Source: an optimization exercise on an open RTL-to-GDS flow (aim: small area). Production flows keep margins and buffers that such runs may drop.
In this exercise RTL edits were held to simulation tests only and were not proved equivalent to the original.
Power figures rest on the tool's default switching activity, not on a simulated workload.

==> willow: inputs <==
Design dxl2_tx, start of the top module:
module dxl2_tx (
  input  wire        clk,
  input  wire        rst,         
  input  wire        s_valid,
  output wire        s_ready,
  input  wire [7:0]  s_data,
  input  wire        s_last,
  output wire        m_valid,
  input  wire        m_ready,
  output reg  [7:0]  m_data,
  output wire        m_last,
  output wire        rej_valid,
  output wire [1:0]  rej_code     
);
==> module dxl2_tx, before the edit <==
module dxl2_tx (
  input  wire        clk,
  input  wire        rst,         
  input  wire        s_valid,
  output wire        s_ready,
  input  wire [7:0]  s_data,
  input  wire        s_last,
  output wire        m_valid,
  input  wire        m_ready,
  output reg  [7:0]  m_data,
  output wire        m_last,
  output wire        rej_valid,
  output wire [1:0]  rej_code     
);
  localparam integer MAXP  = 64;
  localparam integer NSLOT = 2 + MAXP;      
  localparam [6:0] S0  = 7'b0000000;
  localparam [6:0] S1  = 7'b0000001;
  localparam [6:0] S65 = 7'b1100011;
  localparam [6:0] S66 = 7'b1000111;
  localparam [15:0] CRC_HDR = 16'h0E28;
  localparam [3:0] T_FF0  = 4'd0;
  localparam [3:0] T_FF1  = 4'd1;
  localparam [3:0] T_FD   = 4'd2;
  localparam [3:0] T_00   = 4'd3;
  localparam [3:0] T_ID   = 4'd4;
  localparam [3:0] T_LLO  = 4'd5;
  localparam [3:0] T_LHI  = 4'd6;
  localparam [3:0] T_BODY = 4'd7;
  localparam [3:0] T_STUF = 4'd8;
  localparam [3:0] T_CLO  = 4'd9;
  localparam [3:0] T_CHI  = 4'd10;
  localparam [3:0] T_IN   = 4'd12;
  localparam [3:0] T_REJ  = 4'd13;
  function [6:0] lfsr;
    input [6:0] q;
    lfsr = {q[5:0], ~(q[6] ^ q[5])};
  endfunction
  reg  [7:0]  ring [0:NSLOT-1];
  reg  [6:0]  p;           
  reg  [3:0]  st;
  reg  [6:0]  cnt;         
  reg  [6:0]  sl;          
  reg  [1:0]  win;         
  reg         id_bad;
  reg         ov;
  reg  [15:0] crc;
  wire [7:0] tap = ring[NSLOT-1];
  wire in_st  = (st == T_IN);
  wire rej_st = (st == T_REJ);
  wire out_st = ~st[3] | ~st[2];
  always @(posedge clk) begin
    if (rst || p == S65) p <= S0;
    else                 p <= lfsr(p);
  end
  wire full      = (cnt == S66);
  wire first     = (cnt == S0);
  wire slot_here = (p == cnt);
  reg [7:0] obyte;
  always @(*) begin
    case (st)
      T_FF0, T_FF1:  obyte = 8'hFF;
      T_FD, T_STUF:  obyte = 8'hFD;
      T_ID, T_BODY:  obyte = tap;
      T_LLO:         obyte = {1'b0, sl};
      T_CLO:         obyte = crc[7:0];
      T_CHI:         obyte = crc[15:8];
      default:       obyte = 8'h00;
    endcase
  end
  wire [7:0] wb = in_st ? s_data : tap;    
  wire hi6   = &wb[7:2];
  wire is_ff = hi6 & wb[1] & wb[0];
  wire is_fd = hi6 & ~wb[1] & wb[0];
  wire match = win[1] & ~win[0] & is_fd;
  wire [1:0] win_next = (is_ff & ~match) ? {win[0] | win[1], ~(win[0] | win[1])} : 2'd0;
  wire pre_stuff = in_st & ~ov & s_valid & slot_here & match & ~id_bad;
  assign s_ready = in_st & ~ov & (id_bad | full | (slot_here & ~match));
  wire s_hs = s_valid & s_ready;
  always @(posedge clk) begin
    ring[0] <= (in_st & s_valid & slot_here) ? s_data : tap;
  end
  genvar gi;
  generate
    for (gi = 1; gi < NSLOT; gi = gi + 1) begin : g_ring
      always @(posedge clk) ring[gi] <= ring[gi-1];
    end
  endgenerate
  assign rej_valid = rej_st;
  assign rej_code  = {~id_bad, id_bad | (cnt == S1)};
  wire at_slot  = (st == T_ID) | (st == T_BODY);
  wire body_end = (st == T_BODY) & (sl == 7'b1111101);    
  wire avail    = at_slot ? (slot_here & ~body_end) : 1'b1;
  wire ld       = out_st & (~ov | m_ready) & avail;
  wire [15:0] crc_next;
  dxl2_crc_table u_crc (.crc(crc), .data(obyte), .next(crc_next));
  assign m_valid = ov;
  assign m_last  = ~out_st;
  always @(posedge clk) begin
    if (ld)
      m_data <= obyte;
    if (ld && st != T_CLO && st != T_CHI)
      crc <= (st == T_00) ? CRC_HDR : crc_next;
  end
  always @(posedge clk) begin
    if (rst) begin
      st     <= T_IN;
      cnt    <= S0;
      ov     <= 1'b0;
      id_bad <= 1'b0;
    end else begin
      if (ld)
        ov <= 1'b1;
      else if (m_ready)
        ov <= 1'b0;
      if (in_st) begin
        if (pre_stuff) begin
          sl  <= sl + 7'd1;
          win <= 2'd3;
        end
        if (s_hs) begin
          if (!full) cnt <= lfsr(cnt);
          if (first) begin
            id_bad <= is_ff | is_fd;
            sl     <= 7'd2;
            win    <= 2'd0;
          end else begin
            sl  <= sl + 7'd1;
            win <= win_next;
          end
          if (s_last) begin
            if (first || id_bad || full) begin
              st <= T_REJ;
            end else begin
              st  <= T_FF0;
              cnt <= S0;
            end
          end
        end
      end else if (rej_st) begin
        st     <= T_IN;
        cnt    <= S0;
        id_bad <= 1'b0;
      end else begin
        if (body_end)
          st <= T_CLO;
        if (ld) begin
          case (st)
            T_ID: begin
              st  <= T_LLO;
              cnt <= lfsr(cnt);
            end
            T_LLO: begin
              st  <= T_LHI;
              sl  <= ~sl;
              win <= 2'd0;
            end
            T_BODY: begin
              st  <= match ? T_STUF : T_BODY;
              cnt <= lfsr(cnt);
              sl  <= sl + 7'd1;
              win <= win_next;
            end
            T_STUF: begin
              st <= T_BODY;
              sl <= sl + 7'd1;
            end
            T_CHI: begin
              st     <= T_IN;
              cnt    <= S0;
              id_bad <= 1'b0;
            end
            default: st <= st + 4'd1;
          endcase
        end
      end
    end
  end
endmodule
Settings: LEC_CHECK=0, CAP_MARGIN=20, CORE_MARGIN=2, CORE_UTILIZATION=65, PLACE_DENSITY=0.75, SLEW_MARGIN=20; clock period 10.0 ns.
standard.sh (not shown) runs the stock make flow with config.mk's settings and CLKGATE_MAP_FILE= SYNTH_SCRIPT=/design/flow/synth_recipe.tcl, a recipe that flattens the netlist after the stock synthesis.
==> flow/flow/run.sh <==
#!/bin/bash
# The standard layout with three changes:
#  - synthesis maps logic with an area-oriented ABC script (synth_area.tcl is
#    synth_recipe.tcl with ABC's -script swapped); registers are untouched;
#  - CTS uses clkbuf_8 buffers on clusters of at most 22 sinks, no dummy loads;
#  - the port buffers are buf_1 cells.
set -euo pipefail
here=$(pwd)
export CTS_ARGS="-sink_clustering_enable -repair_clock_nets -dont_use_dummy_load -buf_list {sky130_fd_sc_hd__clkbuf_8} -sink_clustering_size 24 -sink_clustering_max_diameter 50"
export BUFFER_PORTS_ARGS="-buffer_cell sky130_fd_sc_hd__buf_1"
sed "s#SYNTH_SCRIPT=[^ ]*#SYNTH_SCRIPT=$here/flow/synth_area.tcl#" standard.sh > synth_area.sh
bash synth_area.sh synth > synth.log 2>&1
bash standard.sh > standard.log 2>&1
==> flow/flow/abc_area_min.script <==
&get -n
&st
&dch
&nf -a
&put
strash
dch
map -a
==> flow/flow/synth_area.tcl <==
proc synth {args} { yosys synth -nofsm -noshare {*}$args }
# area-oriented ABC mapping in place of the speed script
set ::area_abc_script [file join [file dirname [file normalize [info script]]] abc_area_min.script]
proc abc {args} {
  set i [lsearch -exact $args -script]
  if { $i >= 0 } { set args [lreplace $args $i [expr {$i + 1}] -script $::area_abc_script] }
  set j [lsearch -exact $args -D]
  if { $j >= 0 } { set args [lreplace $args $j [expr {$j + 1}]] }
  yosys abc {*}$args
}
source $::env(SCRIPTS_DIR)/synth.tcl
# left out here: clear keep_hierarchy, flatten, clean up, hide names made inside functions, write 1_2_yosys.v
==> yarrow: changes against willow <==
==> flow/flow/run.sh (replaced) <==
#!/bin/bash
# Standard layout, with CTS using clkbuf_8 leaf buffers on small sink
# clusters and no dummy loads, and plain buf_1 cells as the port buffers.
set -euo pipefail
export CTS_ARGS="-sink_clustering_enable -repair_clock_nets -dont_use_dummy_load -buf_list {sky130_fd_sc_hd__clkbuf_8} -sink_clustering_size 22 -sink_clustering_max_diameter 50"
export BUFFER_PORTS_ARGS="-buffer_cell sky130_fd_sc_hd__buf_1"
bash standard.sh > standard.log 2>&1
--- a/flow/config.mk
+++ b/flow/config.mk
@@ -8,5 +8,4 @@
 export CAP_MARGIN = 20
 export CORE_MARGIN = 2
-export CORE_UTILIZATION = 65
-export PLACE_DENSITY = 0.75
+export CORE_UTILIZATION = 40
 export SLEW_MARGIN = 20
removed: flow/flow/abc_area_min.script
removed: flow/flow/synth_area.tcl
==> amber: changes against willow <==
--- a/flow/design.v
+++ b/flow/design.v
@@ -26,5 +26,5 @@
 );
   localparam integer MAXP  = 64;
-  localparam integer NSLOT = 2 + MAXP;      
+  localparam integer NSLOT = 1 + MAXP;      
   localparam [6:0] S0  = 7'b0000000;
   localparam [6:0] S1  = 7'b0000001;
@@ -63,5 +63,5 @@
   wire out_st = ~st[3] | ~st[2];
   always @(posedge clk) begin
-    if (rst || p == S65) p <= S0;
+    if (rst || p == S65) p <= S1;
     else                 p <= lfsr(p);
   end
@@ -74,8 +74,8 @@
       T_FF0, T_FF1:  obyte = 8'hFF;
       T_FD, T_STUF:  obyte = 8'hFD;
-      T_ID, T_BODY:  obyte = tap;
+      T_BODY:        obyte = tap;
       T_LLO:         obyte = {1'b0, sl};
       T_CLO:         obyte = crc[7:0];
-      T_CHI:         obyte = crc[15:8];
+      T_ID, T_CHI:   obyte = crc[15:8];
       default:       obyte = 8'h00;
     endcase
@@ -88,5 +88,5 @@
   wire [1:0] win_next = (is_ff & ~match) ? {win[0] | win[1], ~(win[0] | win[1])} : 2'd0;
   wire pre_stuff = in_st & ~ov & s_valid & slot_here & match & ~id_bad;
-  assign s_ready = in_st & ~ov & (id_bad | full | (slot_here & ~match));
+  assign s_ready = in_st & ~ov & (first | id_bad | full | (slot_here & ~match));
   wire s_hs = s_valid & s_ready;
   always @(posedge clk) begin
@@ -101,10 +101,11 @@
   assign rej_valid = rej_st;
   assign rej_code  = {~id_bad, id_bad | (cnt == S1)};
-  wire at_slot  = (st == T_ID) | (st == T_BODY);
-  wire body_end = (st == T_BODY) & (sl == 7'b1111101);    
-  wire avail    = at_slot ? (slot_here & ~body_end) : 1'b1;
+  wire at_body  = (st == T_BODY);
+  wire body_end = at_body & (sl == 7'b1111101);    
+  wire avail    = ~at_body | (slot_here & ~body_end);
   wire ld       = out_st & (~ov | m_ready) & avail;
   wire [15:0] crc_next;
-  dxl2_crc_table u_crc (.crc(crc), .data(obyte), .next(crc_next));
+  wire [7:0] crc_data = (st == T_ID) ? CRC_HDR[15:8] : obyte;
+  dxl2_crc_table u_crc (.crc(crc), .data(crc_data), .next(crc_next));
   assign m_valid = ov;
   assign m_last  = ~out_st;
@@ -112,6 +113,8 @@
     if (ld)
       m_data <= obyte;
-    if (ld && st != T_CLO && st != T_CHI)
-      crc <= (st == T_00) ? CRC_HDR : crc_next;
+    if (ld && (st == T_ID || st == T_LLO || st == T_LHI || st == T_BODY || st == T_STUF))
+      crc <= crc_next;
+    else if (in_st && s_hs && first)
+      crc <= {s_data, CRC_HDR[7:0]};
   end
   always @(posedge clk) begin
@@ -146,5 +149,5 @@
             end else begin
               st  <= T_FF0;
-              cnt <= S0;
+              cnt <= S1;
             end
           end
@@ -159,8 +162,5 @@
         if (ld) begin
           case (st)
-            T_ID: begin
-              st  <= T_LLO;
-              cnt <= lfsr(cnt);
-            end
+            T_ID: st <= T_LLO;
             T_LLO: begin
               st  <= T_LHI;
--- a/flow/flow/run.sh
+++ b/flow/flow/run.sh
@@ -7,5 +7,5 @@
 set -euo pipefail
 here=$(pwd)
-export CTS_ARGS="-sink_clustering_enable -repair_clock_nets -dont_use_dummy_load -buf_list {sky130_fd_sc_hd__clkbuf_8} -sink_clustering_size 24 -sink_clustering_max_diameter 50"
+export CTS_ARGS="-sink_clustering_enable -repair_clock_nets -dont_use_dummy_load -buf_list {sky130_fd_sc_hd__clkbuf_8} -sink_clustering_size 22 -sink_clustering_max_diameter 50"
 export BUFFER_PORTS_ARGS="-buffer_cell sky130_fd_sc_hd__buf_1"
 sed "s#SYNTH_SCRIPT=[^ ]*#SYNTH_SCRIPT=$here/flow/synth_area.tcl#" standard.sh > synth_area.sh
==> xenon: changes against willow <==
--- a/flow/design.v
+++ b/flow/design.v
@@ -54,5 +54,5 @@
   reg  [6:0]  cnt;         
   reg  [6:0]  sl;          
-  reg  [1:0]  win;         
+  reg  [1:0]  win;
   reg         id_bad;
   reg         ov;
@@ -78,15 +78,14 @@
       T_CLO:         obyte = crc[7:0];
       T_CHI:         obyte = crc[15:8];
+      T_IN:          obyte = s_data;
       default:       obyte = 8'h00;
     endcase
   end
-  wire [7:0] wb = in_st ? s_data : tap;    
-  wire hi6   = &wb[7:2];
-  wire is_ff = hi6 & wb[1] & wb[0];
-  wire is_fd = hi6 & ~wb[1] & wb[0];
-  wire match = win[1] & ~win[0] & is_fd;
+  wire hi6   = &obyte[7:2];
+  wire is_ff = hi6 & obyte[1] & obyte[0];
+  wire is_fd = hi6 & ~obyte[1] & obyte[0];
+  wire match = win[1] & is_fd;
   wire [1:0] win_next = (is_ff & ~match) ? {win[0] | win[1], ~(win[0] | win[1])} : 2'd0;
-  wire pre_stuff = in_st & ~ov & s_valid & slot_here & match & ~id_bad;
-  assign s_ready = in_st & ~ov & (id_bad | full | (slot_here & ~match));
+  assign s_ready = in_st & ~ov & (id_bad | full | slot_here);
   wire s_hs = s_valid & s_ready;
   always @(posedge clk) begin
@@ -127,8 +126,4 @@
         ov <= 1'b0;
       if (in_st) begin
-        if (pre_stuff) begin
-          sl  <= sl + 7'd1;
-          win <= 2'd3;
-        end
         if (s_hs) begin
           if (!full) cnt <= lfsr(cnt);
@@ -138,5 +133,5 @@
             win    <= 2'd0;
           end else begin
-            sl  <= sl + 7'd1;
+            sl  <= sl + 7'd1 + {6'd0, match};
             win <= win_next;
           end
==> flow/flow/run.sh (replaced) <==
#!/bin/bash
# Standard layout, with CTS using clkbuf_16 leaf buffers on large sink
# clusters and no dummy loads, and plain buf_1 cells as the port buffers.
set -euo pipefail
export CTS_ARGS="-sink_clustering_enable -repair_clock_nets -dont_use_dummy_load -buf_list {sky130_fd_sc_hd__clkbuf_16} -sink_clustering_size 40 -sink_clustering_max_diameter 60"
export BUFFER_PORTS_ARGS="-buffer_cell sky130_fd_sc_hd__buf_1"
bash standard.sh > standard.log 2>&1
--- a/flow/config.mk
+++ b/flow/config.mk
@@ -8,5 +8,4 @@
 export CAP_MARGIN = 20
 export CORE_MARGIN = 2
-export CORE_UTILIZATION = 65
-export PLACE_DENSITY = 0.75
+export CORE_UTILIZATION = 40
 export SLEW_MARGIN = 20
removed: flow/flow/abc_area_min.script
removed: flow/flow/synth_area.tcl
==> qor summary <==
item                                              willow         amber        yarrow         xenon
Mean area per synthesized cell                15.3 sq um    15.0 sq um    16.0 sq um    15.2 sq um
Filler Cells Inserted                              1,319         1,330         3,062         3,050
Final worst hold slack                          0.259 ns      0.277 ns      0.254 ns      0.262 ns
Power drawn by the clock network              0.000918 W    0.000928 W    0.000989 W     0.00116 W
Adder-cell area share of the yosys netlist        0.552%        0.555%        0.539%        0.708%
Status                          timing/DRC/antenna clean  timing/DRC/antenna clean  timing/DRC/antenna clean  timing/DRC/antenna clean
Layout overhead on the synthesized area            6.93%         7.03%         8.24%         9.21%
Net switching fraction of the power                26.5%         27.3%         25.3%         26.1%
Core Rows                                             52            52            68            68
Internal Pwr Total                             0.00334 W     0.00301 W     0.00336 W     0.00355 W
Crit. path cell count                                  7            11             7             5
Storage cell area                           12,000 sq um  11,800 sq um  12,000 sq um  12,000 sq um
Power Sequential                               0.00288 W     0.00251 W     0.00276 W     0.00280 W
Net switching power                            0.00120 W     0.00113 W     0.00114 W     0.00126 W

[separate check: timing with driven ports]
Ports are ideal in the flow. The routed layouts listed here were re-timed in OpenROAD. Step 1 assumes that a clkbuf_16 drives the clock port and a buf_2 every other input. Step 2 times the ports against the registers' clock, not the clock port: input delays grow and output delays shrink by t, the midpoint of the rising clock arrivals with the driver on. a / b / c = no drivers / after step 1 / after step 2; a / b = the first two.
run | shift t [ns] | setup WS [ns] | worst slew at a driven data input, ns | cell pins on the clock port's net
willow | 0.568 | 4.747 / 4.722 / 4.722 | 0.04 | 1
yarrow | 0.577 | 4.534 / 4.457 / 4.457 | 0.07 | 1
amber | 0.566 | 3.919 / 3.883 / 3.883 | 0.04 | 1
xenon | 0.607 | 5.309 / 5.256 / 5.332 | 0.07 | 1
After both steps setup and hold are still met in every run listed. The setup slack of yarrow, which loses most, moves by -0.077 ns with the drivers and by -0.077 ns with both steps.
